Context: an optimization exercise on an open-source flow, tuned for small area, a short achievable clock period and few clock cycles. The choices shown serve that exercise and are no tape-out recipe. Only simulation tests tie the RTL to the original design; equivalence was not proved. Power figures rest on the tool's default switching activity, not on a simulated workload.

<file path="constraint.sdc">
create_clock -name core_clock -period 10.0 [get_ports {clk}]
set_input_delay 2.0000 -clock core_clock [delete_from_list [all_inputs] [get_ports {clk}]]
set_output_delay 2.0000 -clock core_clock [all_outputs]
set_load 0.01 [all_outputs]
</file>
<file path="config.mk">
export PLATFORM = sky130hd
export DESIGN_NAME = lorenc
export DESIGN_NICKNAME = lorenc
export VERILOG_FILES = /design/flow/design.v
export SDC_FILE = /design/flow/constraint.sdc
export NUM_CORES = 4
export LEC_CHECK = 0
export CAP_MARGIN = 20
export CORE_MARGIN = 2
export CORE_UTILIZATION = 25
export PLACE_DENSITY = 0.45
export SLEW_MARGIN = 20
</file>
<file path="design.v">
module lorenc (
    input  wire        clk,
    input  wire        rst,
    input  wire        op_valid,
    input  wire [1:0]  op_code,
    input  wire [7:0]  op_start,
    input  wire [8:0]  op_src_len,
    output wire        busy,
    output reg         done,
    output reg  [1:0]  status,
    input  wire        en,
    input  wire        tp_present,
    input  wire        ok,
    input  wire        tx_empty,
    output reg  [7:0]  tx_data,
    output reg         tx_valid,
    output reg         tx_last,
    output wire [8:0]  src_addr,
    output wire        src_re,
    input  wire [7:0]  src_data,
    input  wire        cfg_we,
    input  wire [1:0]  cfg_idx,
    input  wire [20:0] cfg_wdata,
    input  wire [2:0]  cfg_count,
    output reg         hb_req,
    output reg         log_evt,
    output reg  [2:0]  fault,
    output wire [8:0]  total,
    input  wire [7:0]  occ_idx,
    output wire        occ_bit
);
    localparam MAX_CH = 128;
    localparam SETTLE = 16;
    localparam OP_NOP = 2'd0, OP_INIT = 2'd1, OP_FRAME = 2'd2;
    localparam ST_DONE = 2'd0, ST_NOTREADY = 2'd1, ST_BACKP = 2'd2, ST_FAULTED = 2'd3;
    localparam S_IDLE     = 4'd0,
               S_INIT     = 4'd1,
               S_FCHK     = 4'd2,
               S_CTRL     = 4'd3,
               S_PASS     = 4'd4,
               S_BANK     = 4'd5,
               S_READ     = 4'd6,
               S_EMIT     = 4'd7,
               S_SCAN     = 4'd8,
               S_OUT      = 4'd9,
               S_BANKEND  = 4'd10,
               S_PASSEND  = 4'd11,
               S_HB       = 4'd12,
               S_SETTLE   = 4'd13,
               S_FIN      = 4'd14,
               S_ACHK     = 4'd15;
    reg [20:0]   stage [0:3];        
    reg [20:0]   cfg   [0:3];        
    reg [2:0]    n_ctrl;
    reg [1023:0] last;               
    reg          force_chg;
    reg [13:0]   total_r;
    reg [254:0]  occ;
    assign total   = total_r[8:0];
    assign occ_bit = (occ_idx == 8'd255) ? 1'b0 : occ[occ_idx];
    always @(posedge clk)
        if (cfg_we && !busy)
            stage[cfg_idx] <= cfg_wdata;
    reg [3:0]  st;
    reg [3:0]  ret_st;           
    reg        is_alloff;
    reg [7:0]  start_r;
    reg [8:0]  src_len_r;
    reg        en_r, tp_r, ok_r, txe_r;
    reg [2:0]  ci;
    reg [4:0]  pi;
    reg [8:0]  eff_r;
    reg [7:0]  cpp_r;
    reg [4:0]  npass_r;
    reg [12:0] rem;              
    reg [8:0]  base;             
    reg [8:0]  g0;               
    reg [7:0]  unit;
    reg [7:0]  len;
    reg [3:0]  bk;
    reg        pass_chg;
    reg [4:0]  settle_cnt;
    reg [4:0]   bn;              
    reg [4:0]   k;               
    reg         rd_pend;
    reg [3:0]   rd_k;
    reg [127:0] gval;            
    reg [255:0] gmask;           
    reg [4:0]   ngrp;
    reg         color;
    reg         chg;
    reg [1:0]   phase;           
    reg [4:0]   j;
    reg [55:0]  cmd;             
    reg [2:0]   clen;
    reg [2:0]   oidx;
    reg         cterm;           
    assign busy = (st != S_IDLE);
    wire [20:0] d       = cfg[ci[1:0]];
    wire [2:0]  d_type  = d[20:18];
    wire [1:0]  d_amode = d[17:16];
    wire [7:0]  d_unit  = d[15:8];
    wire [7:0]  d_n     = d[7:0];
    reg [11:0] p_eff;
    reg [7:0]  p_cpp;
    reg [4:0]  p_npass;
    always @* begin
        if (d_type == 3'd7 || d_n == 8'd0) begin
            p_eff = 12'd0; p_cpp = 8'd0; p_npass = 5'd0;
        end else if (d_type == 3'd4) begin
            p_eff = {2'b0, d_n, 2'b0}; p_cpp = d_n; p_npass = 5'd4;
        end else if (d_type == 3'd5) begin
            p_eff = {1'b0, d_n, 3'b0}; p_cpp = d_n; p_npass = 5'd8;
        end else if (d_type == 3'd6) begin
            p_eff = {d_n, 4'b0}; p_cpp = d_n; p_npass = 5'd16;
        end else if (d_amode == 2'd1) begin
            p_eff = {4'b0, d_n}; p_cpp = 8'd16; p_npass = d_n[7:4] + {4'b0, (d_n[3:0] != 4'd0)};
        end else if (d_amode == 2'd2) begin
            p_eff = {4'b0, d_n}; p_cpp = {1'b0, d_n[7:1]}; p_npass = 5'd2;
        end else begin
            p_eff = {4'b0, d_n}; p_cpp = d_n; p_npass = 5'd1;
        end
    end
    wire [8:0] p_last_unit = {1'b0, d_unit} + {4'b0, p_npass} - 9'd1;
    wire       p_unit_bad  = (p_npass != 5'd0) &&
                             (d_unit == 8'd0 || p_last_unit > 9'd254);
    wire [7:0] pass_len  = ({5'b0, cpp_r} < rem) ? cpp_r : rem[7:0];
    wire [4:0] pass_nb   = {1'b0, pass_len[7:4]} + {4'b0, (pass_len[3:0] != 4'd0)};
    wire [8:0] bank_base = g0 + {1'b0, bk, 4'b0};
    wire [7:0] bank_rest = len - {bk, 4'b0};
    wire [4:0] bank_n    = (bank_rest > 8'd16) ? 5'd16 : bank_rest[4:0];
    assign src_re   = (st == S_READ) && (k < bn);
    assign src_addr = bank_base + {4'b0, k};
    wire [6:0] g_idx   = bank_base[6:0] + {3'b0, rd_k};
    wire [7:0] old_val = last[{g_idx, 3'b0} +: 8];
    reg [15:0] match;
    integer m;
    always @* begin
        for (m = 0; m < 16; m = m + 1)
            match[m] = (m < ngrp) && (gval[8*m +: 8] == src_data);
    end
    wire [7:0]  cur_val  = gval[{j[3:0], 3'b0} +: 8];
    wire [15:0] cur_mask = gmask[{j[3:0], 4'b0} +: 16];
    reg         cur_sel;
    always @* begin
        case (phase)
            2'd1:    cur_sel = (cur_val == 8'h00);
            2'd2:    cur_sel = (cur_val == 8'hFF);
            default: cur_sel = (cur_val != 8'h00) && (cur_val != 8'hFF);
        endcase
    end
    wire        gen_vb = (phase != 2'd2);
    wire [7:0]  lsb    = cur_mask[7:0];
    wire [7:0]  msb    = cur_mask[15:8];
    reg  [55:0] gen_cmd;
    reg  [2:0]  gen_len;
    reg  [7:0]  gen_op;
    reg  [7:0]  gen_bb;
    always @* begin
        gen_cmd = 56'd0;
        gen_cmd[7:0]  = 8'h00;
        gen_cmd[15:8] = unit;
        gen_len = 3'd3;
        if (bk == 4'd0) begin
            if (lsb != 8'd0 && msb != 8'd0) gen_op = 8'h31;
            else if (lsb == 8'd0)           gen_op = 8'h21;
            else                            gen_op = 8'h11;
        end else begin
            gen_op = 8'h51;
        end
        if (gen_vb) gen_op = gen_op | 8'h02;
        gen_cmd[23:16] = gen_op;
        if (gen_vb) begin
            gen_cmd[8*gen_len +: 8] = cur_val;
            gen_len = gen_len + 3'd1;
        end
        gen_bb = {4'b0, bk};
        if (msb == 8'd0) gen_bb = gen_bb | 8'h40;
        if (lsb == 8'd0) gen_bb = gen_bb | 8'h80;
        if (bk != 4'd0) begin
            gen_cmd[8*gen_len +: 8] = gen_bb;
            gen_len = gen_len + 3'd1;
        end
        if (lsb != 8'd0) begin
            gen_cmd[8*gen_len +: 8] = lsb;
            gen_len = gen_len + 3'd1;
        end
        if (msb != 8'd0) begin
            gen_cmd[8*gen_len +: 8] = msb;
            gen_len = gen_len + 3'd1;
        end
    end
    wire [55:0] off_cmd = (bk == 4'd0) ? {32'd0, 8'h41, unit, 8'h00}
                                       : {24'd0, 8'hC0 | {4'b0, bk}, 8'h51, unit, 8'h00};
    wire [2:0]  off_len = (bk == 4'd0) ? 3'd3 : 3'd4;
    integer u;
    reg [14:0] frame_end;
    always @* frame_end = {7'd0, start_r} + {1'b0, total_r};
    always @(posedge clk) begin
        if (rst) begin
            st        <= S_IDLE;
            n_ctrl    <= 3'd0;
            last      <= {1024{1'b1}};
            force_chg <= 1'b1;
            fault     <= 3'd0;
            total_r   <= 14'd0;
            occ       <= {{254{1'b0}}, 1'b1};
            done      <= 1'b0;
            tx_valid  <= 1'b0;
            tx_last   <= 1'b0;
            hb_req    <= 1'b0;
            log_evt   <= 1'b0;
        end else begin
            done     <= 1'b0;
            tx_valid <= 1'b0;
            tx_last  <= 1'b0;
            hb_req   <= 1'b0;
            log_evt  <= 1'b0;
            case (st)
            S_IDLE: begin
                if (op_valid) begin
                    start_r   <= op_start;
                    src_len_r <= op_src_len;
                    en_r      <= en;
                    tp_r      <= tp_present;
                    ok_r      <= ok;
                    txe_r     <= tx_empty;
                    status    <= ST_DONE;
                    ci        <= 3'd0;
                    case (op_code)
                    OP_NOP: st <= S_FIN;
                    OP_INIT: begin
                        n_ctrl    <= cfg_count;
                        cfg[0]    <= stage[0];
                        cfg[1]    <= stage[1];
                        cfg[2]    <= stage[2];
                        cfg[3]    <= stage[3];
                        last      <= {1024{1'b1}};
                        force_chg <= 1'b1;
                        fault     <= 3'd0;
                        total_r   <= 14'd0;
                        occ       <= {{254{1'b0}}, 1'b1};
                        st        <= S_INIT;
                    end
                    OP_FRAME: begin
                        is_alloff <= 1'b0;
                        st        <= S_FCHK;
                    end
                    default: begin
                        is_alloff <= 1'b1;
                        st        <= S_ACHK;
                    end
                    endcase
                end
            end
            S_INIT: begin
                if (ci == n_ctrl) begin
                    if (fault == 3'd0 && total_r > MAX_CH)
                        fault <= 3'd4;
                    if (fault != 3'd0 || total_r > MAX_CH)
                        status <= ST_FAULTED;
                    st <= S_FIN;
                end else begin
                    total_r <= total_r + {2'b0, p_eff};
                    for (u = 1; u < 255; u = u + 1)
                        if (u >= d_unit && u <= p_last_unit && p_npass != 5'd0)
                            occ[u] <= 1'b1;
                    if (fault == 3'd0 && p_unit_bad)
                        fault <= 3'd3;
                    ci <= ci + 3'd1;
                end
            end
            S_FCHK: begin
                if (fault != 3'd0) begin
                    status <= ST_FAULTED;
                    st     <= S_FIN;
                end else if (!(en_r && tp_r && ok_r)) begin
                    status <= ST_NOTREADY;
                    st     <= S_FIN;
                end else if (!txe_r) begin
                    log_evt <= 1'b1;
                    status  <= ST_BACKP;
                    st      <= S_FIN;
                end else if (frame_end > {6'd0, src_len_r} || frame_end > MAX_CH) begin
                    fault  <= 3'd4;
                    status <= ST_FAULTED;
                    st     <= S_FIN;
                end else begin
                    base <= {1'b0, start_r};
                    st   <= S_CTRL;
                end
            end
            S_ACHK: begin
                if (fault != 3'd0) begin
                    status <= ST_FAULTED;
                    st     <= S_FIN;
                end else if (!(en_r && tp_r && ok_r)) begin
                    status <= ST_NOTREADY;
                    st     <= S_FIN;
                end else begin
                    base <= 9'd0;
                    st   <= S_CTRL;
                end
            end
            S_CTRL: begin
                if (ci == n_ctrl) begin
                    if (is_alloff) begin
                        st <= S_HB;
                    end else begin
                        force_chg <= 1'b0;
                        st        <= S_FIN;
                    end
                end else begin
                    eff_r   <= p_eff[8:0];
                    cpp_r   <= p_cpp;
                    npass_r <= p_npass;
                    rem     <= {1'b0, p_eff};
                    g0      <= base;
                    unit    <= d_unit;
                    pi      <= 5'd0;
                    st      <= S_PASS;
                end
            end
            S_PASS: begin
                if (pi == npass_r) begin
                    base <= base + eff_r;
                    ci   <= ci + 3'd1;
                    st   <= S_CTRL;
                end else if (pass_nb == 5'd0) begin
                    st <= S_PASSEND;
                end else begin
                    len      <= pass_len;
                    bk       <= pass_nb[3:0] - 4'd1;
                    pass_chg <= 1'b0;
                    st       <= S_BANK;
                end
            end
            S_BANK: begin
                if (is_alloff) begin
                    cmd      <= off_cmd;
                    clen     <= off_len;
                    cterm    <= 1'b0;
                    oidx     <= 3'd0;
                    pass_chg <= 1'b1;
                    ret_st   <= S_BANKEND;
                    st       <= S_OUT;
                end else begin
                    bn      <= bank_n;
                    k       <= 5'd0;
                    rd_pend <= 1'b0;
                    ngrp    <= 5'd0;
                    color   <= 1'b0;
                    chg     <= force_chg;
                    st      <= S_READ;
                end
            end
            S_READ: begin
                if (k < bn) begin
                    k       <= k + 5'd1;
                    rd_k    <= k[3:0];
                    rd_pend <= 1'b1;
                end else begin
                    rd_pend <= 1'b0;
                end
                if (rd_pend) begin
                    if (|match) begin
                        for (u = 0; u < 16; u = u + 1)
                            if (match[u])
                                gmask[16*u + {28'd0, rd_k}] <= 1'b1;
                    end else begin
                        gval[{ngrp[3:0], 3'b0} +: 8]   <= src_data;
                        gmask[{ngrp[3:0], 4'b0} +: 16] <= 16'd1 << rd_k;
                        ngrp <= ngrp + 5'd1;
                    end
                    if (src_data != 8'h00 && src_data != 8'hFF)
                        color <= 1'b1;
                    if (src_data != old_val)
                        chg <= 1'b1;
                    last[{g_idx, 3'b0} +: 8] <= src_data;
                end
                if (k == bn && !rd_pend)
                    st <= S_EMIT;
            end
            S_EMIT: begin
                if (!chg) begin
                    st <= S_BANKEND;
                end else if (ngrp == 5'd1 && gval[7:0] == 8'h00) begin
                    cmd      <= off_cmd;
                    clen     <= off_len;
                    cterm    <= 1'b0;
                    oidx     <= 3'd0;
                    pass_chg <= 1'b1;
                    ret_st   <= S_BANKEND;
                    st       <= S_OUT;
                end else begin
                    pass_chg <= 1'b1;
                    phase    <= color ? 2'd1 : 2'd2;
                    j        <= 5'd0;
                    st       <= S_SCAN;
                end
            end
            S_SCAN: begin
                if (j == ngrp) begin
                    j <= 5'd0;
                    if (phase == 2'd3)
                        st <= S_BANKEND;
                    else
                        phase <= phase + 2'd1;
                end else begin
                    j <= j + 5'd1;
                    if (cur_sel) begin
                        cmd    <= gen_cmd;
                        clen   <= gen_len;
                        cterm  <= 1'b0;
                        oidx   <= 3'd0;
                        ret_st <= S_SCAN;
                        st     <= S_OUT;
                    end
                end
            end
            S_OUT: begin
                tx_valid <= 1'b1;
                tx_data  <= cmd[{oidx, 3'b0} +: 8];
                tx_last  <= cterm && (oidx == clen - 3'd1);
                oidx     <= oidx + 3'd1;
                if (oidx == clen - 3'd1)
                    st <= ret_st;
            end
            S_BANKEND: begin
                if (bk == 4'd0) begin
                    if (pass_chg) begin
                        cmd    <= 56'd0;
                        clen   <= 3'd2;
                        cterm  <= 1'b1;
                        oidx   <= 3'd0;
                        ret_st <= S_PASSEND;
                        st     <= S_OUT;
                    end else begin
                        st <= S_PASSEND;
                    end
                end else begin
                    bk <= bk - 4'd1;
                    st <= S_BANK;
                end
            end
            S_PASSEND: begin
                pi   <= pi + 5'd1;
                unit <= unit + 8'd1;
                g0   <= g0 + {1'b0, cpp_r};
                rem  <= rem - {5'b0, cpp_r};
                st   <= S_PASS;
            end
            S_HB: begin
                hb_req     <= 1'b1;
                settle_cnt <= 5'd0;
                st         <= S_SETTLE;
            end
            S_SETTLE: begin
                settle_cnt <= settle_cnt + 5'd1;
                if (settle_cnt == SETTLE - 1)
                    st <= S_FIN;
            end
            S_FIN: begin
                done <= 1'b1;
                st   <= S_IDLE;
            end
            default: st <= S_IDLE;
            endcase
        end
    end
endmodule
</file>
<file path="run.sh">
#!/bin/bash
# synth_recipe.tcl (not shown) runs the flow's synth.tcl, then flattens the netlist and writes it again
# the make line also repeats each setting of config.mk as NAME=value (left out here)
make -C /OpenROAD-flow-scripts/flow DESIGN_CONFIG=/design/flow/config.mk WORK_HOME=/design/flow/orfs CLKGATE_MAP_FILE= SYNTH_SCRIPT=/design/flow/synth_recipe.tcl finish
</file>
==> notes.md <==
-- final cells by class --
| type | count | area (um^2) |
|---|---|---|
| diodes | 8 | 20.0 |
| clock buffers | 344 | 6910 |
| clock inverters | 100 | 981 |
| fillers | 46900 | 318000 |
| inverters | 159 | 607 |
| multi-input cells | 8843 | 58400 |
| flip-flops and latches | 2072 | 49100 |
| well taps | 5928 | 7420 |
| repair buffers | 383 | 3330 |
-- registers in the layout, summed over array words and instances, names as in the netlist, 9 cells and up --
signal / count
last: 1024
gmask: 256
occ: 254
gval: 128
cfg: 84
stage: 84
cmd: 56
total_r: 14
rem: 13
base: 9
eff_r: 9
g0: 9
src_len_r: 9
-- placed cells by master (no fill, tap or decap), types with 33 or more instances in the layout --
| cell type | n |
|---|---|
| o211ai_1 | 34 |
| and2_1 | 63 |
| o221ai_1 | 181 |
| a2111oi_0 | 53 |
| clkinv_2 | 54 |
| nand2_1 | 915 |
| and3_1 | 45 |
| edfxtp_1 | 765 |
| dfxtp_1 | 1307 |
| a21oi_1 | 1572 |
| clkdlybuf4s50_1 | 95 |
| a22oi_1 | 49 |
| nor3_1 | 72 |
| a211oi_1 | 52 |
| nand4_1 | 39 |
| mux2_2 | 86 |
| clkbuf_1 | 55 |
| clkbuf_8 | 42 |
| a21o_1 | 66 |
| ha_1 | 134 |
| nand2b_1 | 47 |
| nand3_1 | 151 |
| a31oi_1 | 198 |
| buf_4 | 255 |
| a22o_1 | 79 |
| a221o_1 | 179 |
| xnor2_1 | 141 |
| clkbuf_16 | 244 |
| mux4_2 | 483 |
| nor4_1 | 56 |
| inv_1 | 150 |
| a211o_1 | 249 |
| mux2i_1 | 61 |
| nor2b_1 | 46 |
| nor2_1 | 1646 |
| xor2_1 | 106 |
| o21ai_0 | 1454 |
| o21bai_1 | 33 |
| o22ai_1 | 126 |
-- power breakdown --
| part | leakage, uW | switching, uW | internal [uW] | total [uW] |
|---|---|---|---|---|
| clock network | 0.00392 | 3940 | 5180 | 9120 |
| registers | 0.0175 | 378 | 9390 | 9770 |
| logic | 0.0192 | 10900 | 3450 | 14400 |
| total | 0.0406 | 15300 | 18000 | 33300 |
-- per-stage QoR --
step                power [uW]  worst slack (ns)
global placement         23700              2.06
detailed placement       23600              2.04
floorplan                17400             0.322
finish                   33300              2.08
global route             34200              1.65
CTS                      32700              2.02
-- routing by layer --
metal	track usage, %	vias up
met4	8.40	10
met5	0	-
met1	27.8	50100
met2	31.3	4377
li1	-	44600
met3	3.26	1011
-- path summary, 6_finish.rpt --
path / startpoint / endpoint / cells past startpoint
min: stage[0][15]$_DFFE_PP_ / cfg[0][15]$_DFFE_PP_ / 0
max: occ_idx[0] / occ_bit / 7
min reg2reg: stage[0][15]$_DFFE_PP_ / cfg[0][15]$_DFFE_PP_ / 0
max reg2reg: ci[0]$_SDFFCE_PN0P_ / occ[173]$_SDFFE_PP0P_ / 28
-- cells by family after synthesis --
group | after synthesis | synth area share (%)
compound gates | 4566 | 24.8
simple gates | 3240 | 12.2
flops | 2072 | 44.0
buf+inv | 1215 | 4.25
mux | 630 | 11.1
xor+xnor | 251 | 1.97
fa+ha+maj | 147 | 1.72
other cells | 2 | 0.00672
==> metrics.yaml <==
clock_network:
  clock_sinks: 2072
  postCtsSetupRepairBufs: 0
  cts-root-buf: "clkbuf_16"
  cts_tree: "built"
  ctsLongestPathBuffers: 4
  clock_latency_ns: 0.97
  clk_pin_slew_ns: 0.06
  post_cts_resized: 0
  ctsHoldBuffers: 0
  htreeDepth: 4
  numCtsBuffers: 239
sta:
  period_share_pct: 79.2
  period_minus_slack_ns: 7.92
  setup-tns-final_ns: 0
  timing.hold.ws_ns: 0.399
  hold_viol: 0
  fin_worst_skew_ns: 0.0462
  relSlewSlack_pct: 14.6
  rsz0062_at_grt: "false"
  clock.fmax_mhz: 126
  setup-violations-final: 0
  worst_slew_pin_slew_ns: 1.28
  drv_slew: 0
final_layout:
  final_util_pct: 28.5
  final_cells: 17800
  drive_gt1_share_pct: 11.6
  area_growth_syn_to_layout_pct: 13.5
  stdcell_area_mm2: 0.127
  layout.nets: 11900
critical_path:
  path_cells: "buf_4, buf_4, mux4_2, mux4_2, mux4_2, mux4_2, clkdlybuf4s50_1"
  slowest_stage: "buf_4"
  crit_top_cell: "mux4_2"
  worstPathRequired_ns: 8.00
  path_buf_inv: 3
  crit_type: "in2out"
  start_kind: "input pin"
  end_kind: "output pin"
  critPathTopFamily: "multiplexers"
  critPathMaxFanout: 43
  r2r_slack_ns: 2.14
  slowest_delay_ns: 0.64
  cp_data_arrival_time_ns: 5.92
drt:
  wl_met1_um: 207000
  wl_um: 478000
  drtIter0Drc: 11800
  viasPerCell: 5.61
  drc_errors: 0
  wl_per_cell_um: 26.8
  wl_met3_um: 36000
  vias: 100000
  ant_nets: 0
  met2_wirelength_um: 213000
  highest_layer: "met5"
  first_pass_iters: 11
power_and_ir_drop:
  ir_drop_mv: 0.847
  leakage_uw: 0.0406
  powerDensity_mw_per_mm2: 262
synthesis:
  avgSynthCellArea_um2: 9.22
  ys_ff_latch: 2072
  synth_warnings: 2
  yosysMostFrequentCell: "nor2_1"
  synth_top_area_cell: "dfxtp_1"
  yosysSeqAreaShare_pct: 44.0
  synth_area_mm2: 0.112
  synth_ff_type: "dfxtp_1"
  synth_edf_count: 765
  ys_types: 94
  yosys-top-cells-count: "1,667 x nor2_1, 1,586 x a21oi_1, 1,454 x o21ai_0"
  synth_area_leaders: "dfxtp_1 23%, edfxtp_1 21%, mux4_2 9.7%"
  synthCells: 12100
  synth_top_area_share_pct: 23.4
  async_flop_share_pct: 0
floorplan:
  core_area_mm2: 0.445
  initial_core_util_pct: 25.1
  die_area_mm2: 0.452
  die_w_um: 673
  rows: 245
  die_height_um: 673
  ios: 108
placed_design:
  dp.final_hpwl_um: 306000
  routabilityCongestion: 0.942
  dpl_cell_area_mm2: 0.119
  portBuffers: 107
  placed_cells: 17400
global_routing:
  grt_pass1_vias: 94900
  grt_overflow_total: 0
  antenna_found_initial: 26
  grt_max_degree: 221
  track_usage_pct: 20.2
  grt_pass1_wl_um: 693000
flow_run:
  cap_violations: 0
worst_hold_path:
  hold_class: "reg2reg"
outcome:
  status: "complete, no violations"
Testbench counts, summed over its fixed seeds: cycles 128,686.

-- what the ideal ports hide --
No port has a modelled driver above. Below, the same layout with a new extraction and two added sets of constraints.
Step 1 sets driving cells, clkbuf_16 on the clock port and buf_2 on the other inputs (assumed; they add their load-dependent delay and slew).
Step 2 also shifts input and output timing later by t, the mid clock arrival at the registers, as if the neighbouring blocks saw the same clock.
a / b / c = no drivers / after step 1 / after step 2; a / b = the first two.
t, ns: 1.046
setup slack, ns: 2.083 / 1.947 / 1.947
worst setup path after step 2: input to output
clock arrival spread, ns: 0.057 / 0.057
worst register clock-pin slew, ns: 0.07 / 0.07
After both steps setup and hold are still met in this run. The setup slack of this run moves by -0.136 ns with the drivers and by -0.136 ns with both steps.
